This design comes from an exercise in tuning for small area, a short achievable clock period and few clock cycles per item on the open sky130 flow, not from production work. No run shown here included a check of the RTL's function; only the layout flow was run. No activity file was given, so power comes from the tool's default toggle rates.

**design.v**
```verilog
module tsq_decoder (
    input  wire        clk,
    input  wire        rst,           
    input  wire        start,         
    input  wire        ext,           
    input  wire [22:0] in_size,       
    output wire        idle,
    input  wire        in_valid,
    input  wire [7:0]  in_data,
    output wire        in_ready,
    output wire        mem_re,
    output wire [17:0] mem_raddr,
    input  wire [7:0]  mem_rdata,     
    output wire        mem_we,
    output wire [17:0] mem_waddr,
    output wire [7:0]  mem_wdata,
    output wire        done,          
    output wire [3:0]  status,
    output wire [18:0] out_size
);
    localparam [22:0] OUTPUT_SIZE = 23'd327680;
    localparam [2:0] ST_OK       = 3'd0;
    localparam [2:0] ERR_SIZE    = 3'd2;
    localparam [2:0] ERR_INSIZE  = 3'd3;
    localparam [2:0] ERR_UNDERRUN= 3'd4;
    localparam [2:0] ERR_OFFSET  = 3'd5;
    localparam [2:0] ERR_OVERLAP = 3'd6;
    localparam [2:0] ERR_OVERRUN = 3'd7;
    localparam B_IDLE = 0,
               B_HDR  = 1,    
               B_WAIT = 2,    
               B_GHDR = 3,    
               B_LIT  = 4,    
               B_OFF0 = 5,
               B_OFF1 = 6,
               B_VAL  = 7,    
               B_FIN  = 8,    
               B_DONE = 9,
               B_CHK  = 10;   
    localparam [10:0] P_IDLE = 11'd1 << B_IDLE,
                      P_CHK  = 11'd1 << B_CHK,
                      P_HDR  = 11'd1 << B_HDR,
                      P_WAIT = 11'd1 << B_WAIT,
                      P_GHDR = 11'd1 << B_GHDR,
                      P_LIT  = 11'd1 << B_LIT,
                      P_OFF0 = 11'd1 << B_OFF0,
                      P_OFF1 = 11'd1 << B_OFF1,
                      P_VAL  = 11'd1 << B_VAL,
                      P_FIN  = 11'd1 << B_FIN,
                      P_DONE = 11'd1 << B_DONE;
    localparam [2:0] I_GHDR = 3'd0,
                     I_LIT  = 3'd1,
                     I_REF  = 3'd2,
                     I_FIN  = 3'd3,
                     I_ERR  = 3'd4;
    reg [10:0] ps;
    reg        r_bad;          
    reg        okf;            
    reg [4:0]  cnt;            
    reg [2:0]  st;
    reg        r_ext;
    reg        d_en;           
    reg        h_pend;         
    reg [18:0] irem;           
    reg [18:0] orem;           
    reg        orem_z;         
    reg [18:0] pj;             
    reg [17:0] anchor;
    reg [7:0]  ctrl;
    reg [7:0]  sz0, sz1, sz2, sz3;
    reg        ex;             
    reg        par;            
    reg [2:0]  kn;             
    reg        s_c;            
    reg [6:0]  s_len;          
    reg        n_v;
    reg [2:0]  n_kind;
    reg [6:0]  n_len;          
    reg        n_ovr;
    reg [6:0]  r_len;
    reg        r_ovr;
    reg [7:0]  off_lo, off_hi;
    reg        lo_gt, lo_z, lo_lt;
    reg        v_eoff, v_eovl, v_small;
    reg        e_act;
    reg        e_last;
    reg [17:0] e_src;
    reg [6:0]  e_len;          
    reg        rd_pend;        
    reg        we_r;
    reg [7:0]  wdata;
    reg [17:0] wj;
    function [6:0] dec_len(input c, input [3:0] nib, input e);
        dec_len = (!c && e && nib <= 4'd2) ? (7'd32 + {1'b0, nib[1:0], 4'd0})
                                           : ({3'd0, nib} + 7'd1);
    endfunction
    wire       kn_c = ctrl[3'd7 - kn];
    reg  [7:0] kn_szb;
    always @(*) begin
        case (kn[2:1])
        2'd0: kn_szb = sz0;
        2'd1: kn_szb = sz1;
        2'd2: kn_szb = sz2;
        default: kn_szb = sz3;
        endcase
    end
    wire [3:0] kn_nib = kn[0] ? kn_szb[3:0] : kn_szb[7:4];
    reg  lit_rdy;              
    wire rdy      = ps[B_HDR] || ps[B_GHDR] || ps[B_OFF0] ||
                    ps[B_OFF1] || (ps[B_LIT] && lit_rdy);
    wire take     = rdy && in_valid;
    wire lit_take = ps[B_LIT] && lit_rdy && in_valid;
    wire last     = (cnt == 5'd0);
    assign idle      = ps[B_IDLE];
    assign in_ready  = rdy;
    assign mem_re    = e_act;
    assign mem_raddr = e_src;
    assign mem_we    = we_r;
    assign mem_waddr = wj;
    assign mem_wdata = wdata;
    assign done      = ps[B_DONE];
    assign status    = {1'b0, st};
    assign out_size  = okf ? pj : 19'd0;
    wire [15:0] off   = {off_hi, off_lo};
    wire [18:0] diff  = {1'b0, anchor} - {3'd0, off};
    wire v_err   = v_eoff || v_eovl || r_ovr;
    wire v_acc   = v_small ? (!e_act && !rd_pend) : (!e_act || e_last);
    wire v_go    = ps[B_VAL] && !v_err && v_acc;
    wire irem_small = (irem[18:5] == 14'd0);
    wire grp_uf     = irem_small && (irem[4:0] < 5'd5);
    wire lit_uf     = irem_small && (irem[4:0] < s_len[4:0]);
    wire ref_uf     = irem_small && (irem[4:0] < 5'd2);
    wire sym_ovr    = (orem[18:7] == 12'd0) && (orem[6:0] < s_len);
    wire [18:0] idec = ex ? 19'd5 : (s_c ? {12'd0, s_len} : 19'd2);
    wire a_busy  = ps[B_OFF0] || ps[B_OFF1] || ps[B_VAL];
    wire d_go    = d_en && !n_v && !h_pend && !(!ex && !par && a_busy);
    wire d_sym   = d_go && !ex && !orem_z;
    wire c_end = ps[B_WAIT] || v_go ||
                 ((ps[B_GHDR] || ps[B_LIT] || ps[B_HDR]) && take && last);
    wire kill = ps[B_DONE];
    wire [18:0] orem_nx = orem - {12'd0, s_len};
    always @(posedge clk) begin
        begin
            we_r    <= !kill && (rd_pend || lit_take);
            rd_pend <= !kill && e_act;
            lit_rdy <= !e_act && !v_go;
            wdata   <= rd_pend ? mem_rdata : in_data;
            if (we_r) wj <= wj + 18'd1;
            if (v_go) begin
                e_act  <= 1'b1;
                e_src  <= diff[17:0];
                e_len  <= r_len;
                e_last <= (r_len == 7'd1);
            end else if (e_act) begin
                e_src  <= e_src + 18'd1;
                e_len  <= e_len - 7'd1;
                e_last <= (e_len == 7'd2);
                if (e_last) e_act <= 1'b0;
            end
            if (kill) e_act <= 1'b0;
            if (d_go) begin
                n_v <= 1'b1;
                if (orem_z) begin
                    n_kind <= I_FIN;
                    d_en   <= 1'b0;
                end else if (ex) begin
                    h_pend <= 1'b1;
                    if (grp_uf) begin
                        n_kind <= I_ERR;
                        n_len  <= {4'd0, ERR_UNDERRUN};
                        d_en   <= 1'b0;
                    end else begin
                        n_kind <= I_GHDR;
                    end
                end else if (s_c) begin
                    if (lit_uf || sym_ovr) begin
                        n_kind <= I_ERR;
                        n_len  <= {4'd0, lit_uf ? ERR_UNDERRUN : ERR_OVERRUN};
                        d_en   <= 1'b0;
                    end else begin
                        n_kind <= I_LIT;
                        n_len  <= s_len;
                    end
                end else begin
                    if (ref_uf) begin
                        n_kind <= I_ERR;
                        n_len  <= {4'd0, ERR_UNDERRUN};
                        d_en   <= 1'b0;
                    end else begin
                        n_kind <= I_REF;
                        n_len  <= s_len;
                        n_ovr  <= sym_ovr;
                    end
                end
                irem <= irem - idec;
            end
            if (d_sym) begin
                orem   <= orem_nx;
                orem_z <= (orem_nx == 19'd0);
                pj     <= pj + {12'd0, s_len};
                if (!par) anchor <= pj[17:0];
                par    <= !par;
                kn     <= kn + 3'd1;
                ex     <= (kn == 3'd0);
                s_c    <= kn_c;
                s_len  <= dec_len(kn_c, kn_nib, r_ext);
            end
            if (take) cnt <= cnt - 5'd1;
            case (1'b1)
            ps[B_IDLE]: begin
                r_ext  <= ext;
                irem   <= in_size[18:0];
                r_bad  <= (in_size > OUTPUT_SIZE || in_size < 23'd3);
                pj     <= 19'd0;
                wj     <= 18'd0;
                ex     <= 1'b1;
                cnt    <= 5'd2;
                d_en   <= 1'b0;
                h_pend <= 1'b0;
                n_v    <= 1'b0;
                if (start) ps <= P_CHK;
            end
            ps[B_CHK]: begin
                if (r_bad) begin
                    st <= ERR_INSIZE; okf <= 1'b0;
                    ps <= P_DONE;
                end else begin
                    ps <= P_HDR;
                end
            end
            ps[B_HDR]: if (take) begin
                case (cnt[1:0])
                2'd2: orem[7:0]  <= in_data;
                2'd1: orem[15:8] <= in_data;
                default: begin
                    orem[18:16] <= in_data[2:0];
                    orem_z <= (in_data[2:0] == 3'd0) && (orem[15:0] == 16'd0);
                    irem   <= irem - 19'd3;
                    d_en   <= 1'b1;
                end
                endcase
            end
            ps[B_GHDR]: if (take) begin
                case (cnt[2:0])
                3'd4: ctrl <= in_data;
                3'd3: begin
                    sz0    <= in_data;
                    ex     <= 1'b0;
                    par    <= 1'b0;
                    kn     <= 3'd1;
                    h_pend <= 1'b0;
                    s_c    <= ctrl[7];
                    s_len  <= dec_len(ctrl[7], in_data[7:4], r_ext);
                end
                3'd2: sz1 <= in_data;
                3'd1: sz2 <= in_data;
                default: sz3 <= in_data;
                endcase
            end
            ps[B_OFF0]: if (take) begin
                off_lo <= in_data;
                lo_gt  <= (in_data > anchor[7:0]);
                lo_z   <= (in_data == 8'd0);
                lo_lt  <= !in_data[7] && (in_data[6:0] < r_len);
                ps     <= P_OFF1;
            end
            ps[B_OFF1]: if (take) begin
                off_hi  <= in_data;
                v_eoff  <= (lo_z && in_data == 8'd0) ||
                           (anchor[17:16] == 2'd0 &&
                            (in_data > anchor[15:8] || (in_data == anchor[15:8] && lo_gt)));
                v_eovl  <= (in_data == 8'd0) && lo_lt;
                v_small <= (in_data == 8'd0) && (off_lo[7:2] == 6'd0);
                ps      <= P_VAL;
            end
            ps[B_VAL]: if (v_err) begin
                st <= v_eoff ? ERR_OFFSET : (v_eovl ? ERR_OVERLAP : ERR_OVERRUN); okf <= 1'b0;
                ps <= P_DONE;
            end
            ps[B_FIN]: if (!e_act) begin
                st <= ST_OK; okf <= 1'b1;
                ps <= P_DONE;
            end
            ps[B_DONE]: ps <= P_IDLE;
            default: ;
            endcase
            if (c_end) begin
                if (!n_v) begin
                    ps <= P_WAIT;
                end else begin
                    n_v <= 1'b0;
                    case (n_kind)
                    I_GHDR: begin ps <= P_GHDR; cnt <= 5'd4; end
                    I_LIT:  begin ps <= P_LIT;  cnt <= n_len[4:0] - 5'd1; end
                    I_REF:  begin ps <= P_OFF0; r_len <= n_len; r_ovr <= n_ovr; end
                    I_FIN:  ps <= P_FIN;
                    default: begin ps <= P_DONE; st <= n_len[2:0]; okf <= 1'b0; end
                    endcase
                end
            end
            if (ps[B_HDR] && take && last &&
                (in_data[7:3] != 5'd0 ||
                 (in_data[2] && (in_data[1:0] != 2'd0 || orem[15:0] != 16'd0)))) begin
                st   <= ERR_SIZE; okf <= 1'b0;
                ps   <= P_DONE;
                d_en <= 1'b0;
            end
        end
        if (rst) begin
            ps      <= P_IDLE;
            e_act   <= 1'b0;
            rd_pend <= 1'b0;
            we_r    <= 1'b0;
        end
    end
endmodule
```
**run.sh**
```bash
#!/bin/bash
# synth_recipe.tcl (not shown) runs the flow's synth.tcl, then flattens the netlist and writes it again
# the make line also repeats each setting of config.mk as NAME=value (left out here)
make -C /OpenROAD-flow-scripts/flow DESIGN_CONFIG=/design/flow/config.mk WORK_HOME=/design/flow/orfs CLKGATE_MAP_FILE= SYNTH_SCRIPT=/design/flow/synth_recipe.tcl finish
```
**config.mk**
```make
export PLATFORM = sky130hd
export DESIGN_NAME = tsq_decoder
export DESIGN_NICKNAME = tsq_decoder
export VERILOG_FILES = /design/flow/design.v
export SDC_FILE = /design/flow/constraint.sdc
export NUM_CORES = 4
export LEC_CHECK = 0
export CAP_MARGIN = 20
export CORE_MARGIN = 2
export CORE_UTILIZATION = 40
export SETUP_SLACK_MARGIN = 4.5
export SLEW_MARGIN = 20
```
**constraint.sdc**
```tcl
create_clock -name core_clock -period 7.5 [get_ports {clk}]
set_input_delay 1.5000 -clock core_clock [delete_from_list [all_inputs] [get_ports {clk}]]
set_output_delay 1.5000 -clock core_clock [all_outputs]
set_load 0.01 [all_outputs]
```
==> notes.md, run 1 <==
PwrDens -> 197 nW/um^2
Worst-Skew Late Latency -> 0.55 ns
Worst Path Buf+Inv -> 1
Largest net degree at the start of global routing -> 47
WL final -> 37500 um
Hold slack -> 0.465 ns
Flops & latches, synth -> 251
Hold_buf cts -> 0
Hold Violations, Final -> 0
WS Path Type -> reg -> out
Initial Util -> 40.4%
Worst-margin pin slew -> 1.06 ns
Most instantiated library cell after synthesis -> nor2_1
Static leakage -> 6.52 nW
Synth top cells by count -> nor2_1, edfxtp_1, dfxtp_1
Synthesized area -> 13900 um^2
Depth of the CTS H-tree -> 1
Fraction of layout cells with a size suffix above 1 -> 10.6%
Post-synth EDFFs -> 127
Gr usage total -> 20.6%
Post-synthesis net count -> 1587
Register area -> 6340 um^2
Post-route ant nets -> 0
Min Tclk post-route -> 3.06 ns
Sequential-to-total area share from yosys stat -> 45.2%
Num ports -> 116
Slowest cell on the critical path -> dfxtp_4
Largest area contributor in the netlist -> edfxtp_1
Detailed Routing Iterations Pass 1 -> 5
Final GP Congestion -> 0.872
Cells after synthesis -> 1457
Final #Nets -> 1708
Final period util -> 40.8%
Startpoint Class -> flop
Remaining DRCs -> 0
WL per Instance -> 18.2 um
Top cells by area, synth -> edfxtp_1, dfxtp_1, ha_1, nor2_1, xnor2_1
Yosys warnings -> 1
Setup TNS -> 0 ns
Post-synth ARST share -> 0%
Fillers -> 3224
Type of the worst min-delay path -> reg -> reg
Vias per std cell -> 5.46
Routed via count -> 11200
Final Setup Violations -> 0
Clock sinks -> 251
WP data required -> 6.00 ns
Unrepaired setup endpoints after global routing -> yes
Die Height -> 191 um
Die Area -> 36300 um^2
Chip width -> 191 um
CTS tree -> done
Area grow syn2layout -> 21.6%
Peak supply drop -> 0.152 mV
1st-iter DRT viols -> 654
Critical Path End Type -> output pin
Slew Limit Fails -> 0
Clk_skew -> 0.0142 ns
Cell at the root of the clock tree -> clkbuf_16
Initial antenna violation count -> 0
CP cell instances -> or2_4, nor3_4, nand2_2, buf_6
Crit-path max FO -> 3
Slowest stage delay, CP -> 0.34 ns
Primary FF master, synth -> edfxtp_1
Synth unique cells -> 82
Max Cap Viol -> 0
Number of I/O port buffers -> 114
Area of the multi-input gates -> 7230 um^2
Syn Area/Cell -> 9.56 um^2
Clock tree buffer depth -> 3
Clk pin slew, worst setup/hold paths -> 0.06 ns
Fmax -> 327 MHz
Core ar. -> 34500 um^2
Synth top area share -> 27.4%
Status -> complete, no violations
Worst EP arrival -> 1.56 ns
Ant diodes -> 0
TritonCTS Buffers -> 29
Vias in the first global route -> 10700
Max transition margin -> 28.8%
Hpwl dp -> 26400 um
Cell family contributing the most delay on the critical path -> simple AND/OR/NAND/NOR gates
First-pass GRT wire length -> 59300 um
Total global routing overflow -> 0
Row count -> 68
-- placed cells by master, fill, tap and decap left out, drive strengths merged, types with 17 or more instances in the layout --
master / netlist / layout
a21oi: 88 / 88
nand2: 119 / 119
clkdlybuf4s50: 0 / 56
nand2b: 17 / 17
clkbuf: 45 / 36
clkdlybuf4s15: 0 / 19
and2: 24 / 24
and3: 17 / 17
xor2: 38 / 38
buf: 12 / 36
a21o: 18 / 18
nor4: 21 / 21
nor2: 142 / 142
nor2b: 17 / 17
o21ai: 83 / 83
edfxtp: 127 / 127
xnor2: 53 / 53
nor3: 46 / 46
nand4: 17 / 17
nand3: 45 / 45
a31oi: 21 / 21
dfxtp: 124 / 124
dlygate4sd2: 0 / 24
or3: 24 / 24
ha: 82 / 82
inv: 88 / 91
-- through the flow --
step	worst slack (ns)	power (W)	cell area, um^2	util (%)	std cells
floorplan	4.48	0.00167	14000	-	1457
global placement	3.37	0.00177	15600	45.2	1983
detailed placement	3.23	0.00178	15600	45.2	1983
CTS	4.33	0.00336	16800	48.7	2051
global route	4.38	0.00346	16900	49.1	2056
finish	4.44	0.00334	16900	49.1	2056
-- final cells by class --
cell class / count / area share [%]
Multi-Input combinational cell: 1060 / 42.7
Sequential cell: 251 / 37.4
Timing Repair Buffer: 147 / 8.22
Clock buffer: 33 / 4.38
Tap cell: 455 / 3.36
Inverter: 89 / 1.97
Clock inverter: 21 / 1.93
-- power breakdown --
group          internal, W  leakage, nW  switching [W]
clock             0.000989        0.510       0.000591
sequential         0.00146         2.18      0.0000381
combinational     0.000115         3.83       0.000145
-- routing by layer --
metal  track usage [%]  part of all wire (%)  wire, um  up-vias
li1                  -                     -         -     5518
met3              2.89                   5.4      2040       51
met1              28.2                    46     17200     5376
met5                 0                     0         0        -
met2              34.7                    47     17600      291
met4              4.65                   1.9       699        0
-- worst reg2reg max path, cell delays in order, from the launching register on --
cell and delay [ns]:
dfxtp_4 0.35, buf_4 0.13, buf_4 0.27, nor2_1 0.68, nand3_1 0.32, nor2_1 0.73
-- state kept, by name, summed over array words and instances, names as in the netlist, 5 cells and up --
signal,count
sz2,8
ps,11
cnt,5
off_lo,8
e_src,18
sz0,8
orem,19
sz1,8
e_len,7
sz3,8
ctrl,8
anchor,18
wj,18
irem,19
off_hi,8
s_len,7
wdata,8
r_len,7
n_len,7
pj,19
-- path summary, 6_finish.rpt --
kind	from	to	slack, ns	cells after the start
worst max-delay path	ps[6]	in_ready	4.44	4
worst min-delay path	n_len[6]	r_len[6]	0.47	0
worst max register to register	ps[0]	sz3[3]	4.63	5
worst min register to register	n_len[6]	r_len[6]	0.47	0
-- what timing repair did --
action	CTS	global route
setup endpoints to repair	131	77
setup buffers	14	5
gates cloned	0	0
resized for setup	107	45
pin swaps	2	4
-- kinds of logic (layout without fill, tap and decap cells) --
logic type,Yosys count,after routing,share of synthesized area [%]
simple gates,530,530,19.1
mux,29,29,3.05
buf+inv,146,290,4.07
flops,251,251,45.2
other cells,1,1,0.0269
fa+ha+maj,86,86,7.94
compound gates,323,323,14.9
xor+xnor,91,91,5.72
==> inputs of run 2 (changes only) <==
--- a/design.v
+++ b/design.v
@@ -80,6 +80,8 @@
     reg [6:0]  r_len;
     reg        r_ovr;
-    reg [7:0]  off_lo, off_hi;
-    reg        lo_gt, lo_z, lo_lt;
+    reg [7:0]  off_lo;         
+    reg [9:0]  off_hi;         
+    reg        b0;             
+    reg        lo_z, lo_lt, lo_sm;
     reg        v_eoff, v_eovl, v_small;
     reg        e_act;
@@ -122,9 +124,16 @@
     assign status    = {1'b0, st};
     assign out_size  = okf ? pj : 19'd0;
-    wire [15:0] off   = {off_hi, off_lo};
-    wire [18:0] diff  = {1'b0, anchor} - {3'd0, off};
+    wire [10:0] dh    = {1'b0, anchor[17:8]} - {3'd0, in_data} - {10'd0, b0};
+    wire hi_z    = (in_data == 8'd0);
+    wire f_eoff  = (lo_z && hi_z) || dh[10];
+    wire f_eovl  = hi_z && lo_lt;
+    wire f_small = hi_z && lo_sm;
+    wire f_err   = f_eoff || f_eovl || r_ovr;
+    wire f_acc   = f_small ? (!e_act && !rd_pend) : (!e_act || e_last);
+    wire f_go    = ps[B_OFF1] && in_valid && f_acc;
     wire v_err   = v_eoff || v_eovl || r_ovr;
     wire v_acc   = v_small ? (!e_act && !rd_pend) : (!e_act || e_last);
     wire v_go    = ps[B_VAL] && !v_err && v_acc;
+    wire e_go    = v_go || f_go;
     wire irem_small = (irem[18:5] == 14'd0);
     wire grp_uf     = irem_small && (irem[4:0] < 5'd5);
@@ -133,8 +142,8 @@
     wire sym_ovr    = (orem[18:7] == 12'd0) && (orem[6:0] < s_len);
     wire [18:0] idec = ex ? 19'd5 : (s_c ? {12'd0, s_len} : 19'd2);
-    wire a_busy  = ps[B_OFF0] || ps[B_OFF1] || ps[B_VAL];
+    wire a_busy  = ps[B_OFF0] || ps[B_OFF1];
     wire d_go    = d_en && !n_v && !h_pend && !(!ex && !par && a_busy);
     wire d_sym   = d_go && !ex && !orem_z;
-    wire c_end = ps[B_WAIT] || v_go ||
+    wire c_end = ps[B_WAIT] || v_go || f_go ||
                  ((ps[B_GHDR] || ps[B_LIT] || ps[B_HDR]) && take && last);
     wire kill = ps[B_DONE];
@@ -144,10 +153,10 @@
             we_r    <= !kill && (rd_pend || lit_take);
             rd_pend <= !kill && e_act;
-            lit_rdy <= !e_act && !v_go;
+            lit_rdy <= !e_act && !e_go;
             wdata   <= rd_pend ? mem_rdata : in_data;
             if (we_r) wj <= wj + 18'd1;
-            if (v_go) begin
+            if (e_go) begin
                 e_act  <= 1'b1;
-                e_src  <= diff[17:0];
+                e_src  <= ps[B_VAL] ? {off_hi, off_lo} : {dh[9:0], off_lo};
                 e_len  <= r_len;
                 e_last <= (r_len == 7'd1);
@@ -259,17 +268,15 @@
             end
             ps[B_OFF0]: if (take) begin
-                off_lo <= in_data;
-                lo_gt  <= (in_data > anchor[7:0]);
+                {b0, off_lo} <= {1'b0, anchor[7:0]} - {1'b0, in_data};
                 lo_z   <= (in_data == 8'd0);
                 lo_lt  <= !in_data[7] && (in_data[6:0] < r_len);
+                lo_sm  <= (in_data[7:2] == 6'd0);
                 ps     <= P_OFF1;
             end
             ps[B_OFF1]: if (take) begin
-                off_hi  <= in_data;
-                v_eoff  <= (lo_z && in_data == 8'd0) ||
-                           (anchor[17:16] == 2'd0 &&
-                            (in_data > anchor[15:8] || (in_data == anchor[15:8] && lo_gt)));
-                v_eovl  <= (in_data == 8'd0) && lo_lt;
-                v_small <= (in_data == 8'd0) && (off_lo[7:2] == 6'd0);
+                off_hi  <= dh[9:0];
+                v_eoff  <= f_eoff;
+                v_eovl  <= f_eovl;
+                v_small <= f_small;
                 ps      <= P_VAL;
             end
@@ -299,4 +306,8 @@
                 end
             end
+            if (f_go && f_err) begin
+                st  <= f_eoff ? ERR_OFFSET : (f_eovl ? ERR_OVERLAP : ERR_OVERRUN); okf <= 1'b0;
+                ps  <= P_DONE;
+            end
             if (ps[B_HDR] && take && last &&
                 (in_data[7:3] != 5'd0 ||
==> notes.md, run 2 <==
Worst r2r dst -> n_len[3]
Mux contribution to synthesized area -> 2.66%
Cell at the root of the clock tree -> clkbuf_16
Fmax -> 295 MHz
Min Tclk post-route -> 3.39 ns
Clk pin slew, worst setup/hold paths -> 0.06 ns
Combinational power share -> 8.4%
Largest registers -> irem x19, orem x19, pj x19
Post-Synth Simple-Gate Area -> 20.1%
FF-to-FF path depth -> 9
Slowest stage delay, CP -> 0.42 ns
Vias in the first global route -> 11100
WL per Instance -> 19.1 um
Hold_buf cts -> 0
Hold slack -> 0.438 ns
WS Path Type -> in -> reg
Synthesized area -> 13800 um^2
Syn Area/Cell -> 9.61 um^2
Crit-path max FO -> 4
Static leakage -> 6.84 nW
Hpwl dp -> 27200 um
Synth Area in Compound Gates -> 14.5%
Core ar. -> 34300 um^2
Post-route ant nets -> 0
Routed via count -> 11700
Most frequent CP cell -> fa_2
TritonCTS Buffers -> 28
Hold_sp -> n_len[5]
Remaining DRCs -> 0
Status -> complete, no violations
Slew Limit Fails -> 0
CTS tree -> done
Most instantiated library cell after synthesis -> nand2_1
Largest net degree at the start of global routing -> 32
Synth top cells by count -> nand2_1, nor2_1, edfxtp_1
Initial Util -> 40.3%
First-pass GRT wire length -> 61900 um
Peak supply drop -> 0.150 mV
Worst-margin pin slew -> 1.16 ns
Adder-Cell Fraction of Synth Area -> 7.30%
Post-synthesis net count -> 1557
Depth of the CTS H-tree -> 1
Clock power frac -> 43.9%
Final period util -> 45.2%
Top cells by area, synth -> edfxtp_1, dfxtp_1, ha_1, nand2_1, nor2_1
1st-iter DRT viols -> 1018
PwrDens -> 174 nW/um^2
Worst EP arrival -> 3.86 ns
Startpoint Class -> input pin
Max Cap Viol -> 0
Hold Path Depth -> 0
WP data required -> 7.97 ns
Cells after synthesis -> 1436
Slowest cell on the critical path -> or3b_4
Primary FF master, synth -> edfxtp_1
Fraction of layout cells with a size suffix above 1 -> 18.5%
Die Area -> 36000 um^2
Row count -> 68
Clk_skew -> 0.0101 ns
Int Power -> 0.00239 W
FF-to-FF Start -> s_len[6]
Vias per std cell -> 5.54
Setup TNS -> 0 ns
Commonest cells after routing, fill and taps aside -> nor2_1, nand2_1, edfxtp_1
Largest family of logic cells by synthesized area -> simple AND/OR/NAND/NOR gates
Flops & latches, synth -> 254
R2R setup slack -> 4.56 ns
Post-synth ARST share -> 0%
Chip width -> 190 um
Seq pwr share -> 47.7%
Initial antenna violation count -> 1
WHS Endpoint -> r_len[5]
Unrepaired setup endpoints after global routing -> yes
Sequential-to-total area share from yosys stat -> 46.3%
Switch share -> 23.4%
Synth top area share -> 28.3%
XOR/XNOR Fraction of Synth Area -> 5.52%
Type of the worst min-delay path -> reg -> reg
CP cell instances -> buf_6, buf_12, inv_12, fa_2, inv_2, fa_2, a21boi_4, o22ai_4, o211a_4, o31ai_4, buf_4, or3b_4, a21oi_2
Most common cell after layout, fill and taps aside -> nor2_1
Final core utilization -> 52.4%
Worst-Skew Late Latency -> 0.54 ns
Area grow syn2layout -> 30.0%
Final #Nets -> 1755
Yosys warnings -> 1
Largest area contributor in the netlist -> edfxtp_1
WL final -> 40300 um
Post-synth EDFFs -> 130
Hold Violations, Final -> 0
Final Setup Violations -> 0
Critical Path End Type -> flop
Clock tree buffer depth -> 3
Number of I/O port buffers -> 114
Die Height -> 190 um
Total global routing overflow -> 0
Num ports -> 116
Synth unique cells -> 84
Final GP Congestion -> 0.868
Switching power -> 0.000731 W
Detailed Routing Iterations Pass 1 -> 5
Gr usage total -> 21.8%
Clock sinks -> 254
Max transition margin -> 22.5%
run 2: changes by cell type after synthesis, moves of 7 or more:
cell / previous run / this run
ha_1: 82 / 71
and2_1: 24 / 32
o31ai_1: 12 / 25
and3_1: 17 / 7
nand2_1: 119 / 144
a211oi_1: 14 / 7
clkbuf_1: 45 / 35
a21oi_1: 88 / 65
or4_1: 5 / 12
run 2: critical path: cells and delay by family:
family	cells	cell delay [ns]
AO/OA/AOI/OAI	5	0.87
adder cells (fa/ha/maj)	2	0.57
buffers and inverters	5	0.48
AND/OR/NAND/NOR	1	0.42
run 2: how the worst max path moves through the flow:
stage / startpoint / end / slack [ns] / cells after the start
after floorplan: in_data[0] / ps[6] / 3.92 / 11
after global placement: in_data[3] / ps[8] / 2.63 / 10
after detailed placement: in_data[3] / ps[2] / 2.50 / 10
after CTS: in_data[0] / ps[1] / 4.00 / 13
after global routing: in_data[0] / ps[4] / 4.06 / 13
final: in_data[0] / ps[4] / 4.11 / 13
run 2: per-stage QoR:
step | setup WS (ns) | std cells | area (um^2) | power [W]
2_1_floorplan | 3.92 | 1436 | 14100 | 0.00165
3_3_place_gp | 2.63 | 1975 | 15700 | 0.00174
3_5_place_dp | 2.50 | 1975 | 15700 | 0.00174
4_1_cts | 4.00 | 2081 | 17300 | 0.00313
5_1_grt | 4.06 | 2111 | 17900 | 0.00323
6_report | 4.11 | 2112 | 18000 | 0.00312
run 2: final cells by class:
type	instances	area [um^2]
Multi-Input combinational cell	1053	7560
Antenna cell	1	2.50
Clock buffer	39	825
Fill cell	3087	16300
Clock inverter	13	91.3
Timing Repair Buffer	210	2100
Inverter	87	380
Sequential cell	254	6420
Tap cell	455	569
run 2: power by group through the flow:
stage | registers [W] | clock network, W | logic, W
detailed placement | 0.00152 | 0 | 0.000215
floorplan | 0.00152 | 0 | 0.000136
finish | 0.00149 | 0.00137 | 0.000263
global route | 0.00149 | 0.00145 | 0.000288
global placement | 0.00152 | 0 | 0.000212
CTS | 0.00149 | 0.00139 | 0.000249
run 2: repair_timing:
action,4_1_cts,5_1_grt
setup endpoints to repair,243,113
pin swaps,30,31
endpoints found under the hold margin,0,0
setup buffers,49,24
gates resized for setup,173,104
cloned,5,5
run 2: routing by layer:
metal / wire length, um / global-route usage (%) / up-vias
li1: - / - / 5663
met1: 18100 / 29.7 / 5594
met2: 19000 / 36.2 / 367
met3: 2100 / 2.80 / 77
met4: 1170 / 6.41 / 0
met5: 0 / 0 / -
run 2: logic make-up after synthesis:
logic type,Yosys count
AO/OA/AOI/OAI,307
XOR/XNOR,87
adder cells (fa/ha/maj),77
buffers and inverters,133
flip-flops,254
multiplexers,24
other,1
AND/OR/NAND/NOR,553
==> inputs of run 3 (changes only) <==
--- a/design.v
+++ b/design.v
@@ -80,8 +80,6 @@
     reg [6:0]  r_len;
     reg        r_ovr;
-    reg [7:0]  off_lo;         
-    reg [9:0]  off_hi;         
-    reg        b0;             
-    reg        lo_z, lo_lt, lo_sm;
+    reg [7:0]  off_lo, off_hi;
+    reg        lo_gt, lo_z, lo_lt;
     reg        v_eoff, v_eovl, v_small;
     reg        e_act;
@@ -109,6 +107,5 @@
     wire [3:0] kn_nib = kn[0] ? kn_szb[3:0] : kn_szb[7:4];
     reg  lit_rdy;              
-    wire rdy      = ps[B_HDR] || ps[B_GHDR] || ps[B_OFF0] ||
-                    ps[B_OFF1] || (ps[B_LIT] && lit_rdy);
+    reg  rdy;                  
     wire take     = rdy && in_valid;
     wire lit_take = ps[B_LIT] && lit_rdy && in_valid;
@@ -124,16 +121,9 @@
     assign status    = {1'b0, st};
     assign out_size  = okf ? pj : 19'd0;
-    wire [10:0] dh    = {1'b0, anchor[17:8]} - {3'd0, in_data} - {10'd0, b0};
-    wire hi_z    = (in_data == 8'd0);
-    wire f_eoff  = (lo_z && hi_z) || dh[10];
-    wire f_eovl  = hi_z && lo_lt;
-    wire f_small = hi_z && lo_sm;
-    wire f_err   = f_eoff || f_eovl || r_ovr;
-    wire f_acc   = f_small ? (!e_act && !rd_pend) : (!e_act || e_last);
-    wire f_go    = ps[B_OFF1] && in_valid && f_acc;
+    wire [15:0] off   = {off_hi, off_lo};
+    wire [18:0] diff  = {1'b0, anchor} - {3'd0, off};
     wire v_err   = v_eoff || v_eovl || r_ovr;
     wire v_acc   = v_small ? (!e_act && !rd_pend) : (!e_act || e_last);
     wire v_go    = ps[B_VAL] && !v_err && v_acc;
-    wire e_go    = v_go || f_go;
     wire irem_small = (irem[18:5] == 14'd0);
     wire grp_uf     = irem_small && (irem[4:0] < 5'd5);
@@ -142,21 +132,54 @@
     wire sym_ovr    = (orem[18:7] == 12'd0) && (orem[6:0] < s_len);
     wire [18:0] idec = ex ? 19'd5 : (s_c ? {12'd0, s_len} : 19'd2);
-    wire a_busy  = ps[B_OFF0] || ps[B_OFF1];
+    wire a_busy  = ps[B_OFF0] || ps[B_OFF1] || ps[B_VAL];
     wire d_go    = d_en && !n_v && !h_pend && !(!ex && !par && a_busy);
     wire d_sym   = d_go && !ex && !orem_z;
-    wire c_end = ps[B_WAIT] || v_go || f_go ||
+    wire c_end = ps[B_WAIT] || v_go ||
                  ((ps[B_GHDR] || ps[B_LIT] || ps[B_HDR]) && take && last);
     wire kill = ps[B_DONE];
     wire [18:0] orem_nx = orem - {12'd0, s_len};
+    wire size_err = (in_data[7:3] != 5'd0 ||
+                     (in_data[2] && (in_data[1:0] != 2'd0 || orem[15:0] != 16'd0)));
+    reg [10:0] ps_nx;
+    always @(*) begin
+        ps_nx = ps;
+        case (1'b1)
+        ps[B_IDLE]: if (start) ps_nx = P_CHK;
+        ps[B_CHK]:  ps_nx = r_bad ? P_DONE : P_HDR;
+        ps[B_OFF0]: if (take) ps_nx = P_OFF1;
+        ps[B_OFF1]: if (take) ps_nx = P_VAL;
+        ps[B_VAL]:  if (v_err) ps_nx = P_DONE;
+        ps[B_FIN]:  if (!e_act) ps_nx = P_DONE;
+        ps[B_DONE]: ps_nx = P_IDLE;
+        default: ;
+        endcase
+        if (c_end) begin
+            if (!n_v) ps_nx = P_WAIT;
+            else begin
+                case (n_kind)
+                I_GHDR:  ps_nx = P_GHDR;
+                I_LIT:   ps_nx = P_LIT;
+                I_REF:   ps_nx = P_OFF0;
+                I_FIN:   ps_nx = P_FIN;
+                default: ps_nx = P_DONE;
+                endcase
+            end
+        end
+        if (ps[B_HDR] && take && last && size_err) ps_nx = P_DONE;
+        if (rst) ps_nx = P_IDLE;
+    end
     always @(posedge clk) begin
         begin
+            ps      <= ps_nx;
+            rdy     <= ps_nx[B_HDR] || ps_nx[B_GHDR] || ps_nx[B_OFF0] || ps_nx[B_OFF1] ||
+                       (ps_nx[B_LIT] && !e_act && !v_go);
             we_r    <= !kill && (rd_pend || lit_take);
             rd_pend <= !kill && e_act;
-            lit_rdy <= !e_act && !e_go;
+            lit_rdy <= !e_act && !v_go;
             wdata   <= rd_pend ? mem_rdata : in_data;
             if (we_r) wj <= wj + 18'd1;
-            if (e_go) begin
+            if (v_go) begin
                 e_act  <= 1'b1;
-                e_src  <= ps[B_VAL] ? {off_hi, off_lo} : {dh[9:0], off_lo};
+                e_src  <= diff[17:0];
                 e_len  <= r_len;
                 e_last <= (r_len == 7'd1);
@@ -228,12 +251,8 @@
                 h_pend <= 1'b0;
                 n_v    <= 1'b0;
-                if (start) ps <= P_CHK;
             end
             ps[B_CHK]: begin
                 if (r_bad) begin
                     st <= ERR_INSIZE; okf <= 1'b0;
-                    ps <= P_DONE;
-                end else begin
-                    ps <= P_HDR;
                 end
             end
@@ -268,56 +287,43 @@
             end
             ps[B_OFF0]: if (take) begin
-                {b0, off_lo} <= {1'b0, anchor[7:0]} - {1'b0, in_data};
+                off_lo <= in_data;
+                lo_gt  <= (in_data > anchor[7:0]);
                 lo_z   <= (in_data == 8'd0);
                 lo_lt  <= !in_data[7] && (in_data[6:0] < r_len);
-                lo_sm  <= (in_data[7:2] == 6'd0);
-                ps     <= P_OFF1;
             end
             ps[B_OFF1]: if (take) begin
-                off_hi  <= dh[9:0];
-                v_eoff  <= f_eoff;
-                v_eovl  <= f_eovl;
-                v_small <= f_small;
-                ps      <= P_VAL;
+                off_hi  <= in_data;
+                v_eoff  <= (lo_z && in_data == 8'd0) ||
+                           (anchor[17:16] == 2'd0 &&
+                            (in_data > anchor[15:8] || (in_data == anchor[15:8] && lo_gt)));
+                v_eovl  <= (in_data == 8'd0) && lo_lt;
+                v_small <= (in_data == 8'd0) && (off_lo[7:2] == 6'd0);
             end
             ps[B_VAL]: if (v_err) begin
                 st <= v_eoff ? ERR_OFFSET : (v_eovl ? ERR_OVERLAP : ERR_OVERRUN); okf <= 1'b0;
-                ps <= P_DONE;
             end
             ps[B_FIN]: if (!e_act) begin
                 st <= ST_OK; okf <= 1'b1;
-                ps <= P_DONE;
             end
-            ps[B_DONE]: ps <= P_IDLE;
             default: ;
             endcase
             if (c_end) begin
-                if (!n_v) begin
-                    ps <= P_WAIT;
-                end else begin
+                if (n_v) begin
                     n_v <= 1'b0;
                     case (n_kind)
-                    I_GHDR: begin ps <= P_GHDR; cnt <= 5'd4; end
-                    I_LIT:  begin ps <= P_LIT;  cnt <= n_len[4:0] - 5'd1; end
-                    I_REF:  begin ps <= P_OFF0; r_len <= n_len; r_ovr <= n_ovr; end
-                    I_FIN:  ps <= P_FIN;
-                    default: begin ps <= P_DONE; st <= n_len[2:0]; okf <= 1'b0; end
+                    I_GHDR: cnt <= 5'd4;
+                    I_LIT:  cnt <= n_len[4:0] - 5'd1;
+                    I_REF:  begin r_len <= n_len; r_ovr <= n_ovr; end
+                    I_FIN:  ;
+                    default: begin st <= n_len[2:0]; okf <= 1'b0; end
                     endcase
                 end
             end
-            if (f_go && f_err) begin
-                st  <= f_eoff ? ERR_OFFSET : (f_eovl ? ERR_OVERLAP : ERR_OVERRUN); okf <= 1'b0;
-                ps  <= P_DONE;
-            end
-            if (ps[B_HDR] && take && last &&
-                (in_data[7:3] != 5'd0 ||
-                 (in_data[2] && (in_data[1:0] != 2'd0 || orem[15:0] != 16'd0)))) begin
+            if (ps[B_HDR] && take && last && size_err) begin
                 st   <= ERR_SIZE; okf <= 1'b0;
-                ps   <= P_DONE;
                 d_en <= 1'b0;
             end
         end
         if (rst) begin
-            ps      <= P_IDLE;
             e_act   <= 1'b0;
             rd_pend <= 1'b0;
==> notes.md, run 3 <==
Sequential-to-total area share from yosys stat -> 45.7%
Status -> complete, no violations
Max Cap Viol -> 0
TritonCTS Buffers -> 28
Num ports -> 116
Primary FF master, synth -> edfxtp_1
Remaining DRCs -> 0
Syn Area/Cell -> 9.56 um^2
Final period util -> 41.4%
Cells after synthesis -> 1445
Initial antenna violation count -> 0
Area grow syn2layout -> 22.0%
Yosys warnings -> 1
Hold Violations, Final -> 0
Core ar. -> 34300 um^2
Slew Limit Fails -> 0
First-pass GRT wire length -> 58200 um
Final GP Congestion -> 0.881
Fmax -> 322 MHz
Gr usage total -> 20.3%
Final worst slack -> 4.39 ns
Cell at the root of the clock tree -> clkbuf_16
Max transition margin -> 39.0%
Die Height -> 190 um
Post-route ant nets -> 0
Worst-Skew Late Latency -> 0.55 ns
Chip width -> 190 um
Synthesized area -> 13800 um^2
Clock sinks -> 252
Post-synthesis net count -> 1575
Final Setup Violations -> 0
Post-Synth Simple-Gate Area -> 18.7%
Post-synth EDFFs -> 127
Detailed Routing Iterations Pass 1 -> 5
Hold slack -> 0.473 ns
Synth top area share -> 27.6%
Crit-path max FO -> 14
Hpwl dp -> 26000 um
Number of I/O port buffers -> 114
Vias per std cell -> 5.40
Static leakage -> 6.69 nW
WL per Instance -> 17.8 um
Commonest cells after routing, fill and taps aside -> nor2_1, edfxtp_1, nand2_1
Final #Nets -> 1710
Register area -> 6340 um^2
Synth top cells by count -> nor2_1, edfxtp_1, dfxtp_1
Top cells by area, synth -> edfxtp_1, dfxtp_1, ha_1, nor2_1, o21ai_0
Routed via count -> 11100
Initial Util -> 40.3%
Peak supply drop -> 0.171 mV
Mux contribution to synthesized area -> 2.70%
Largest registers -> irem x19, orem x19, pj x19
XOR/XNOR Fraction of Synth Area -> 6.15%
Unrepaired setup endpoints after global routing -> yes
Min Tclk post-route -> 3.11 ns
Largest net degree at the start of global routing -> 83
Worst EP arrival -> 3.54 ns
Clock tree buffer depth -> 3
WS Path Type -> in -> reg
WL final -> 36500 um
Final core utilization -> 49.2%
Synth Area in Compound Gates -> 14.9%
Die Area -> 36000 um^2
Adder-Cell Fraction of Synth Area -> 8.01%
Type of the worst min-delay path -> reg -> reg
Clk_skew -> 0.0166 ns
WP data required -> 7.93 ns
Most common cell after layout, fill and taps aside -> nor2_1
Fillers -> 3184
Hold_buf cts -> 0
Largest area contributor in the netlist -> edfxtp_1
Vias in the first global route -> 10800
Startpoint Class -> input pin
Total global routing overflow -> 0
Clk pin slew, worst setup/hold paths -> 0.06 ns
Fraction of layout cells with a size suffix above 1 -> 12.3%
CTS tree -> done
Critical Path End Type -> flop
Worst-margin pin slew -> 0.914 ns
Most instantiated library cell after synthesis -> nor2_1
Setup TNS -> 0 ns
Largest family of logic cells by synthesized area -> simple AND/OR/NAND/NOR gates
Area of the multi-input gates -> 7240 um^2
Ant diodes -> 0
Depth of the CTS H-tree -> 1
Flops & latches, synth -> 252
Power Total -> 0.00312 W
Post-synth ARST share -> 0%
1st-iter DRT viols -> 653
Post-Place Worst Slack -> 2.99 ns
Synth unique cells -> 81
Row count -> 68
PwrDens -> 185 nW/um^2
-- run 3: report_power, final --
group          total [W]  switching, W  internal [W]
sequential       0.00149     0.0000289       0.00146
clock            0.00139      0.000575      0.000820
combinational   0.000235      0.000129      0.000106
total            0.00312      0.000733       0.00239
-- run 3: worst paths after layout --
| check | start | endpoint | slack [ns] | cells after the start |
|---|---|---|---|---|
| max | in_data[2] | rdy | 4.39 | 9 |
| min | n_len[5] | r_len[5] | 0.47 | 0 |
| max reg2reg | rd_pend | rdy | 4.63 | 9 |
| min reg2reg | n_len[5] | r_len[5] | 0.47 | 0 |
-- run 3: kinds of logic (layout without fill, tap and decap cells) --
kind of cell	Yosys count	in the layout
xor gates and xnor gates	97	97
other	1	1
adders and majority gates	86	86
and+or+nand+nor	523	524
DFF	252	252
muxes	24	24
AOI/OAI and AO/OA	326	326
buffers and inverters	136	292
-- run 3: what timing repair did --
item,in CTS,in global routing
cloned,1,0
buffers inserted,22,2
endpoints found under the setup margin,180,116
gates resized for setup,98,61
pin swaps,7,11
-- run 3: layout make-up --
| cell class | count | area share, % |
|---|---|---|
| clock buffers | 34 | 4.48 |
| clock inverters | 18 | 1.05 |
| inverters | 86 | 1.92 |
| multi-input cells | 1058 | 42.9 |
| flip-flops and latches | 252 | 37.6 |
| well taps | 455 | 3.38 |
| repair buffers | 154 | 8.63 |
-- run 3: worst max-delay path, cell delays in order --
cell and delay, ns:
clkdlybuf4s50_1 0.49, buf_6 0.23, inv_1 0.15, a31oi_2 0.25, o211a_1 0.27, nor2_1 0.09
nand2_2 0.13, a21oi_1 0.05, a2111o_1 0.39
-- run 3: per-stage QoR --
stage | instances | cell area (um^2)
floorplan | 1445 | 13900
global placement | 1979 | 15500
detailed placement | 1979 | 15500
CTS | 2054 | 16700
global route | 2057 | 16900
finish | 2057 | 16900
-- run 3: routing by layer --
| metal | global-route usage, % | wire length, um | vias up |
|---|---|---|---|
| li1 | - | - | 5474 |
| met1 | 26.6 | 16000 | 5303 |
| met2 | 35.0 | 17500 | 271 |
| met3 | 2.75 | 1960 | 68 |
| met4 | 6.08 | 1100 | 0 |
| met5 | 0 | 0 | - |
==> inputs of run 4 (changes only) <==
--- a/config.mk
+++ b/config.mk
@@ -9,4 +9,4 @@
 export CORE_MARGIN = 2
 export CORE_UTILIZATION = 40
-export SETUP_SLACK_MARGIN = 4.5
+export SETUP_SLACK_MARGIN = 4.7
 export SLEW_MARGIN = 20
==> notes.md, run 4 <==
TritonCTS Buffers -> 28
Final #Nets -> 1745
First-pass GRT wire length -> 59100 um
Num ports -> 116
Synth top cells by count -> nor2_1, edfxtp_1, dfxtp_1
R2R setup slack -> 4.83 ns
FF-to-FF path depth -> 10
Routed via count -> 11200
Die Height -> 190 um
Area grow syn2layout -> 27.6%
Largest registers -> irem x19, orem x19, pj x19
Remaining DRCs -> 0
Initial antenna violation count -> 1
WP data required -> 6.00 ns
CP cell instances -> buf_12, buf_6, and2_4, buf_6
CTS tree -> done
Most frequent CP cell -> buf_6
Fmax -> 341 MHz
Clock tree buffer depth -> 3
Commonest cells after routing, fill and taps aside -> nor2_1, edfxtp_1, nand2_1
Post-synth EDFFs -> 127
Chip width -> 190 um
Worst EP arrival -> 1.43 ns
Initial Util -> 40.3%
Synth unique cells -> 81
Worst-margin pin slew -> 1.08 ns
Cells after synthesis -> 1445
Row count -> 68
WL final -> 37700 um
Gr usage total -> 20.7%
Final Setup Violations -> 0
Peak supply drop -> 0.144 mV
Most instantiated library cell after synthesis -> nor2_1
Top cells by area, synth -> edfxtp_1, dfxtp_1, ha_1, nor2_1, o21ai_0
Hold Violations, Final -> 0
Core ar. -> 34300 um^2
Cell at the root of the clock tree -> clkbuf_16
WHS Endpoint -> r_len[5]
Max transition margin -> 28.3%
Crit-path max FO -> 7
Slowest stage delay, CP -> 0.36 ns
Most common cell after layout, fill and taps aside -> nor2_1
Syn Area/Cell -> 9.56 um^2
PwrDens -> 187 nW/um^2
Slew Limit Fails -> 0
Die Area -> 36000 um^2
Vias in the first global route -> 11000
WS Path Type -> reg -> out
Yosys warnings -> 1
Worst Path Buf+Inv -> 3
Detailed Routing Iterations Pass 1 -> 4
Synth top area share -> 27.6%
Static leakage -> 6.93 nW
Largest net degree at the start of global routing -> 57
Worst-Skew Late Latency -> 0.55 ns
Clk_skew -> 0.00909 ns
Total global routing overflow -> 0
Type of the worst min-delay path -> reg -> reg
Startpoint Class -> flop
Hpwl dp -> 26400 um
Clock sinks -> 252
FF-to-FF Start -> off_lo[0]
Hold_sp -> n_len[5]
Min Tclk post-route -> 2.93 ns
Primary FF master, synth -> edfxtp_1
Unrepaired setup endpoints after global routing -> yes
WL per Instance -> 18.0 um
Critical Path End Type -> output pin
Status -> complete, no violations
Clk pin slew, worst setup/hold paths -> 0.06 ns
Cell family contributing the most delay on the critical path -> buffers and inverters
Final period util -> 39.0%
Fraction of layout cells with a size suffix above 1 -> 18.6%
Number of I/O port buffers -> 114
1st-iter DRT viols -> 449
Worst r2r dst -> e_src[16]
Hold Path Depth -> 0
Post-synthesis net count -> 1575
Depth of the CTS H-tree -> 1
Largest area contributor in the netlist -> edfxtp_1
Post-route ant nets -> 0
Vias per std cell -> 5.32
Final GP Congestion -> 0.869
Flops & latches, synth -> 252
Fillers -> 3140
Max Cap Viol -> 0
Setup TNS -> 0 ns
Hold slack -> 0.495 ns
Hold_buf cts -> 0
Slowest cell on the critical path -> dfxtp_4
Post-synth ARST share -> 0%
Synthesized area -> 13800 um^2
Sequential-to-total area share from yosys stat -> 45.7%
run 4: final cells by class:
class | count | area, um^2 | share of cell area [%]
Antenna cell | 2 | 5.00 | 0.0284
Clock buffer | 32 | 778 | 4.42
Clock inverter | 20 | 264 | 1.50
Inverter | 86 | 333 | 1.89
Multi-Input combinational cell | 1057 | 7520 | 42.7
Sequential cell | 252 | 6350 | 36.0
Tap cell | 455 | 569 | 3.23
Timing Repair Buffer | 190 | 1800 | 10.2
run 4: cell families after synthesis:
kind of cell,count (synthesis),share of synthesized area (%)
AO/OA/AOI/OAI,326,14.9
AND/OR/NAND/NOR,523,18.7
multiplexers,24,2.70
XOR/XNOR,97,6.15
flip-flops,252,45.7
buffers and inverters,136,3.85
other,1,0.0271
adder cells (fa/ha/maj),86,8.01
run 4: where the power goes:
| part | internal, W | leakage (nW) | switching, W |
|---|---|---|---|
| Combinational | 0.000130 | 4.20 | 0.000143 |
| Sequential | 0.00146 | 2.21 | 0.0000301 |
| Clock | 0.000951 | 0.520 | 0.000581 |
| Total | 0.00254 | 6.93 | 0.000754 |
run 4: worst max path at each step:
stage                     startpoint          end  slack (ns)  cells past startpoint
after floorplan             in_valid          rdy        4.59                      8
after global placement    in_data[2]          rdy        3.41                      8
after detailed placement  in_data[2]          rdy        3.32                      8
after CTS                        okf  out_size[6]        4.44                      3
after global routing             okf  out_size[2]        4.53                      4
final                            okf  out_size[3]        4.57                      4
run 4: worst reg2reg max path, stage by stage, from the launching register on:
cell	delay (ns)
edfxtp_1	0.43
ha_2	0.23
fa_2	0.39
nor2b_4	0.16
o2111ai_4	0.15
a311oi_2	0.36
o2111ai_2	0.16
a31oi_1	0.21
a21oi_1	0.10
xnor2_1	0.15
a21oi_1	0.07
run 4: stage by stage:
stage | utilization [%] | setup slack (ns) | total power [W] | std cells | cell area (um^2)
finish | 51.4 | 4.57 | 0.00330 | 2094 | 17600
global route | 51.4 | 4.53 | 0.00341 | 2093 | 17600
CTS | 50.2 | 4.44 | 0.00331 | 2072 | 17200
detailed placement | 45.5 | 3.32 | 0.00174 | 1977 | 15600
global placement | 45.5 | 3.41 | 0.00173 | 1977 | 15600
floorplan | - | 4.59 | 0.00164 | 1445 | 14000
run 4: what timing repair did:
action                                  CTS  global route
pin swaps                                12            22
gates cloned                              1             0
endpoints found under the setup margin  219           169
setup buffers                            42            20
gates resized for setup                 232            79
run 4: per-layer routing:
metal	track usage [%]	up-vias	routed length (um)
li1	-	5528	-
met3	2.84	62	1640
met5	0	-	0
met4	6.80	0	1020
met1	26.4	5321	16600
met2	36.2	239	18400
==> inputs of run 5 (changes only) <==
--- a/config.mk
+++ b/config.mk
@@ -6,7 +6,8 @@
 export NUM_CORES = 4
 export LEC_CHECK = 0
+export ABC_AREA = 1
 export CAP_MARGIN = 20
 export CORE_MARGIN = 2
 export CORE_UTILIZATION = 40
-export SETUP_SLACK_MARGIN = 4.7
+export SETUP_SLACK_MARGIN = 4.6
 export SLEW_MARGIN = 20
==> notes.md, run 5 <==
Primary FF master, synth -> edfxtp_1
Final Setup Violations -> 0
WHS Endpoint -> r_len[5]
Slew Limit Fails -> 0
Chip width -> 197 um
Routed via count -> 13700
Worst EP arrival -> 1.48 ns
Seq pwr share -> 44.5%
Startpoint Class -> flop
Clock power frac -> 49.2%
Vias in the first global route -> 13300
Setup TNS -> 0 ns
Post-synth EDFFs -> 127
First-pass GRT wire length -> 68500 um
Clock tree buffer depth -> 3
Remaining DRCs -> 0
Num ports -> 116
Post-Place Worst Slack -> 3.62 ns
FF-to-FF Start -> ps[0]
Most common cell after layout, fill and taps aside -> nand2_1
Fmax -> 336 MHz
Fraction of layout cells with a size suffix above 1 -> 10.2%
Depth of the CTS H-tree -> 1
CTS tree -> done
Synth top area share -> 25.6%
Synth top cells by count -> nand2_1, inv_1, nor2_1
Max Cap Viol -> 0
Cell at the root of the clock tree -> clkbuf_16
Largest registers -> irem x19, orem x19, pj x19
Synth unique cells -> 52
Worst r2r dst -> orem[8]
Fillers -> 3619
Yosys warnings -> 1
Worst-Skew Late Latency -> 0.56 ns
WP data required -> 6.00 ns
Switching power -> 0.000738 W
Die Area -> 38800 um^2
Type of the worst min-delay path -> reg -> reg
Static leakage -> 8.12 nW
Post-synthesis net count -> 2084
Register area -> 6340 um^2
Slowest cell on the critical path -> dfxtp_4
WL final -> 43500 um
Hold slack -> 0.449 ns
FF-to-FF path depth -> 7
Hold_sp -> n_len[5]
1st-iter DRT viols -> 861
Sequential-to-total area share from yosys stat -> 42.4%
Worst Path Buf+Inv -> 4
Post-DP Area -> 16500 um^2
Max transition margin -> 40.9%
Final worst slack -> 4.52 ns
Final period util -> 39.7%
Cell family contributing the most delay on the critical path -> buffers and inverters
Clock sinks -> 252
Area grow syn2layout -> 21.7%
Status -> complete, no violations
Clk pin slew, worst setup/hold paths -> 0.06 ns
Row count -> 70
TritonCTS Buffers -> 29
Die Height -> 197 um
Post-Layout Inst Area -> 18100 um^2
Switch share -> 22.3%
Largest area contributor in the netlist -> edfxtp_1
Cells after synthesis -> 1954
Critical Path End Type -> output pin
Synthesized area -> 14900 um^2
WS Path Type -> reg -> out
CP cell instances -> buf_6, buf_16, nand2_2, inv_1, buf_2
Core ar. -> 36600 um^2
Clk_skew -> 0.0164 ns
Worst-margin pin slew -> 0.885 ns
Final #Nets -> 2239
Combinational power share -> 6.3%
Ant diodes -> 0
Initial Util -> 40.7%
Final GP Congestion -> 0.921
Peak supply drop -> 0.173 mV
Slowest stage delay, CP -> 0.41 ns
Int Power -> 0.00257 W
WL per Instance -> 16.7 um
Detailed Routing Iterations Pass 1 -> 5
Post-synth ARST share -> 0%
Total global routing overflow -> 0
Syn Area/Cell -> 7.62 um^2
Flops & latches, synth -> 252
Commonest cells after routing, fill and taps aside -> nand2_1, inv_1, nor2_1
Vias per std cell -> 5.25
Hold Violations, Final -> 0
Area of the multi-input gates -> 7460 um^2
Initial antenna violation count -> 0
Crit-path max FO -> 5
Gr usage total -> 22.1%
Post-route ant nets -> 0
Min Tclk post-route -> 2.98 ns
Unrepaired setup endpoints after global routing -> yes
Hpwl dp -> 31300 um
Hold_buf cts -> 0
Largest net degree at the start of global routing -> 47
R2R setup slack -> 4.80 ns
Hold Path Depth -> 0
PwrDens -> 182 nW/um^2
Most instantiated library cell after synthesis -> nand2_1
Number of I/O port buffers -> 114
Top cells by area, synth -> edfxtp_1, dfxtp_1, nand2_1, inv_1, ha_1
==> run 5: power by group through the flow <==
stage / clock network [W] / registers [W] / logic, W
after floorplan: 0 / 0.00150 / 0.000103
after CTS: 0.00165 / 0.00147 / 0.000201
after global routing: 0.00171 / 0.00147 / 0.000234
final: 0.00163 / 0.00147 / 0.000209
after global placement: 0 / 0.00150 / 0.000177
after detailed placement: 0 / 0.00150 / 0.000179
==> run 5: logic make-up after synthesis <==
family	after synthesis	synth area share, %
AND/OR/NAND/NOR	905	26.2
AO/OA/AOI/OAI	329	12.2
buffers and inverters	325	8.42
adder cells (fa/ha/maj)	86	7.43
XOR/XNOR	56	3.29
flip-flops	252	42.4
other	1	0.0252
==> run 5: per-stage QoR <==
step,util [%],total power (W),instances
after floorplan,-,0.00160,1954
after global placement,45.1,0.00168,2506
after detailed placement,45.1,0.00168,2506
after CTS,48.8,0.00332,2589
after global routing,49.5,0.00341,2600
final,49.5,0.00331,2600
==> run 5: cell type report <==
class,count,area share (%)
inverter,285,5.99
clock buffer,35,4.35
timing repair buffer,162,8.45
sequential,252,35.0
timing repair inverter,1,0.0414
clock inverter,19,1.75
multi-input combinational,1378,41.2
tap,468,3.23
==> run 5: metal layers <==
layer | up-vias | routed length, um | global-route usage (%) | part of all wire, %
li1 | 6852 | - | - | -
met1 | 6359 | 18900 | 28.1 | 43
met2 | 364 | 21200 | 39.4 | 49
met3 | 84 | 2150 | 2.46 | 5.0
met4 | 0 | 1220 | 6.54 | 2.8
met5 | - | 0 | 0 | 0
==> run 5: worst max path at each step <==
| stage | start | endpoint | slack [ns] | cells after the start |
|---|---|---|---|---|
| 2_1_floorplan | in_valid | r_len[0] | 4.68 | 10 |
| 4_1_cts | okf | out_size[6] | 4.48 | 5 |
| 5_1_grt | okf | out_size[6] | 4.47 | 5 |
| 3_5_place_dp | in_valid | sz3[5] | 3.62 | 5 |
| 3_3_place_gp | in_valid | sz3[5] | 3.65 | 5 |
| 6_report | okf | out_size[6] | 4.52 | 5 |
==> run 5: timing repair <==
item	in CTS	in global routing
pin swaps	0	2
gates resized for setup	180	56
endpoints found under the setup margin	221	91
buffers inserted	26	9
cloned	3	2
==> inputs of run 6 (changes only) <==
--- a/config.mk
+++ b/config.mk
@@ -6,8 +6,7 @@
 export NUM_CORES = 4
 export LEC_CHECK = 0
-export ABC_AREA = 1
 export CAP_MARGIN = 20
 export CORE_MARGIN = 2
-export CORE_UTILIZATION = 40
+export CORE_UTILIZATION = 60
 export SETUP_SLACK_MARGIN = 4.6
 export SLEW_MARGIN = 20
==> notes.md, run 6 <==
Status -> complete, no violations
Worst Path Buf+Inv -> 1
Area grow syn2layout -> 21.2%
Routed via count -> 11400
Cells after DPL -> 1806
Remaining DRCs -> 0
Fraction of layout cells with a size suffix above 1 -> 13.7%
Crit-path max FO -> 4
Cell depth of the worst setup path -> 1
Num ports -> 116
Die Area -> 24300 um^2
Syn Area/Cell -> 9.56 um^2
Ant diodes -> 0
Hold_buf cts -> 0
Synthesized area -> 13800 um^2
Unrepaired setup endpoints after global routing -> yes
Largest area contributor in the netlist -> edfxtp_1
Final Setup Violations -> 0
WP data required -> 6.00 ns
Post-synth EDFFs -> 127
Synth top cells by count -> nor2_1, edfxtp_1, dfxtp_1
Final GP Congestion -> 0.922
Gr usage total -> 29.6%
Row count -> 55
Total global routing overflow -> 0
Startpoint Class -> flop
Slew Limit Fails -> 0
WS Path Type -> reg -> out
TritonCTS Buffers -> 28
Final core utilization -> 74.0%
Cell family contributing the most delay on the critical path -> buffers and inverters
Most instantiated library cell after synthesis -> nor2_1
Die Height -> 156 um
Max transition margin -> 35.0%
Post-synthesis net count -> 1575
Clk_skew -> 0.0122 ns
Clock sinks -> 252
Clock tree buffer depth -> 3
Cell at the root of the clock tree -> clkbuf_16
Flops & latches, synth -> 252
Type of the worst min-delay path -> reg -> reg
Peak supply drop -> 0.144 mV
WL per Instance -> 19.3 um
Max Cap Viol -> 0
Post-route ant nets -> 0
Worst-Skew Late Latency -> 0.54 ns
Fin cells -> 1895
Largest registers -> irem x19, orem x19, pj x19
Vias in the first global route -> 10900
Worst r2r dst -> n_kind[2]
Critical Path End Type -> output pin
Yosys warnings -> 1
Vias per std cell -> 6.03
Number of I/O port buffers -> 114
Largest net degree at the start of global routing -> 39
CP cell instances -> clkdlybuf4s50_1
PwrDens -> 184 nW/um^2
CTS tree -> done
Depth of the CTS H-tree -> 1
Hold slack -> 0.423 ns
FF-to-FF path depth -> 9
Hpwl dp -> 25100 um
Chip width -> 156 um
Clk pin slew, worst setup/hold paths -> 0.06 ns
Initial antenna violation count -> 0
Cells after synthesis -> 1445
Slowest cell on the critical path -> clkdlybuf4s50_1
Fmax -> 343 MHz
Hold Violations, Final -> 0
Synth top area share -> 27.6%
Primary FF master, synth -> edfxtp_1
Worst EP arrival -> 1.42 ns
Post-synth ARST share -> 0%
Setup TNS -> 0 ns
Crit path to -> idle
Slowest stage delay, CP -> 0.53 ns
Min Tclk post-route -> 2.92 ns
WL final -> 36500 um
Commonest cells after routing, fill and taps aside -> nor2_1, edfxtp_1, nand2_1
First-pass GRT wire length -> 57000 um
Most common cell after layout, fill and taps aside -> nor2_1
Final period util -> 38.9%
FF-to-FF Start -> s_len[6]
1st-iter DRT viols -> 1015
Critical path startpoint -> ps[0]
Synth unique cells -> 81
Sequential-to-total area share from yosys stat -> 45.7%
Detailed Routing Iterations Pass 1 -> 7
Static leakage -> 6.68 nW
Worst-margin pin slew -> 0.970 ns
Top cells by area, synth -> edfxtp_1, dfxtp_1, ha_1, nor2_1, o21ai_0
Initial Util -> 61.0%
Core ar. -> 22600 um^2
Final #Nets -> 1719
R2R setup slack -> 4.68 ns
[run 6: cell types whose count changed in the layout (fill, tap and decap cells not counted), moves of 18 or more]
cell / delta
a21o_1: +19
a21oi_1: -52
and2_1: +24
inv_1: -180
nand2_1: -304
nand3_1: -97
nand4_1: -34
nor2_1: -41
o21ai_0: -18
or3_1: +21
xnor2_1: +22
xor2_1: +19
[run 6: cell type report]
type	count	area (um^2)
inverters	86	327
clock inverters	13	100
multi-input cells	1058	7370
well taps	285	357
fillers	1727	5900
repair buffers	163	1450
clock buffers	38	791
flip-flops and latches	252	6340
[run 6: report_power, final]
part / switching (W) / internal [W]
logic: 0.000130 / 0.000112
clock network: 0.000566 / 0.000772
registers: 0.0000321 / 0.00146
total: 0.000728 / 0.00235
[run 6: how the worst min path moves through the flow]
stage | from | endpoint | slack [ns] | cells after the start
detailed placement | n_len[5] | r_len[5] | 0.41 | 0
floorplan | n_len[5] | r_len[5] | 0.40 | 0
global route | n_len[5] | r_len[5] | 0.42 | 0
CTS | n_len[5] | r_len[5] | 0.42 | 0
global placement | n_len[5] | r_len[5] | 0.41 | 0
finish | n_len[6] | r_len[6] | 0.42 | 0
[run 6: cells by family after synthesis]
kind of cell | after synthesis | synth area share (%)
and+or+nand+nor | 523 | 18.7
AOI/OAI and AO/OA | 326 | 14.9
DFF | 252 | 45.7
buffers and inverters | 136 | 3.85
xor gates and xnor gates | 97 | 6.15
adders and majority gates | 86 | 8.01
muxes | 24 | 2.70
other | 1 | 0.0271
[run 6: per-stage QoR]
| step | total power (W) | area (um^2) | worst slack [ns] |
|---|---|---|---|
| 6_report | 0.00308 | 16700 | 4.58 |
| 5_1_grt | 0.00316 | 16700 | 4.53 |
| 4_1_cts | 0.00306 | 16400 | 4.39 |
| 3_5_place_dp | 0.00173 | 15300 | 3.33 |
| 3_3_place_gp | 0.00173 | 15300 | 3.42 |
| 2_1_floorplan | 0.00164 | 14000 | 4.59 |
[run 6: per-layer routing]
layer	track usage, %	part of all wire [%]	up-vias
li1	-	-	5492
met3	3.86	7.2	55
met2	49.3	47	430
met1	41.0	44	5449
met4	8.39	2.1	0
met5	0	0	-
[run 6: what timing repair did]
item | 4_1_cts | 5_1_grt
gates cloned | 0 | 2
resized for setup | 168 | 50
pin swaps | 5 | 13
setup endpoints to repair | 188 | 69
setup buffers | 19 | 17

[separate check: timing with driven ports]
The results above use ideal ports. As a check the final layouts listed here were re-extracted and re-timed, cells and wires unchanged.
Step 1 sets driving cells, clkbuf_16 on the clock port and buf_2 on the other inputs (assumed; they add their load-dependent delay and slew).
Step 2 also shifts input and output timing later by t, the mid clock arrival at the registers, as if the neighbouring blocks saw the same clock.
Three values: no drivers, after step 1, after step 2; two values: the first two.
run | t, ns | setup slack, ns | latest minus earliest clock arrival (ns) | slew at the worst register clock pin (ns)
run 1 | 0.595 | 4.440 / 4.389 / 3.980 | 0.015 / 0.015 | 0.06 / 0.06
run 2 | 0.589 | 4.112 / 4.134 / 3.545 | 0.010 / 0.011 | 0.07 / 0.07
run 3 | 0.591 | 4.394 / 4.419 / 3.829 | 0.020 / 0.019 | 0.07 / 0.07
run 4 | 0.597 | 4.571 / 4.519 / 4.144 | 0.010 / 0.011 | 0.06 / 0.06
run 5 | 0.600 | 4.522 / 4.470 / 4.093 | 0.018 / 0.018 | 0.07 / 0.07
run 6 | 0.583 | 4.582 / 4.533 / 4.072 | 0.013 / 0.012 | 0.07 / 0.07
After both steps setup and hold are still met in every run listed. The setup slack of run 2, which loses most, moves by +0.022 ns with the drivers and by -0.567 ns with both steps.
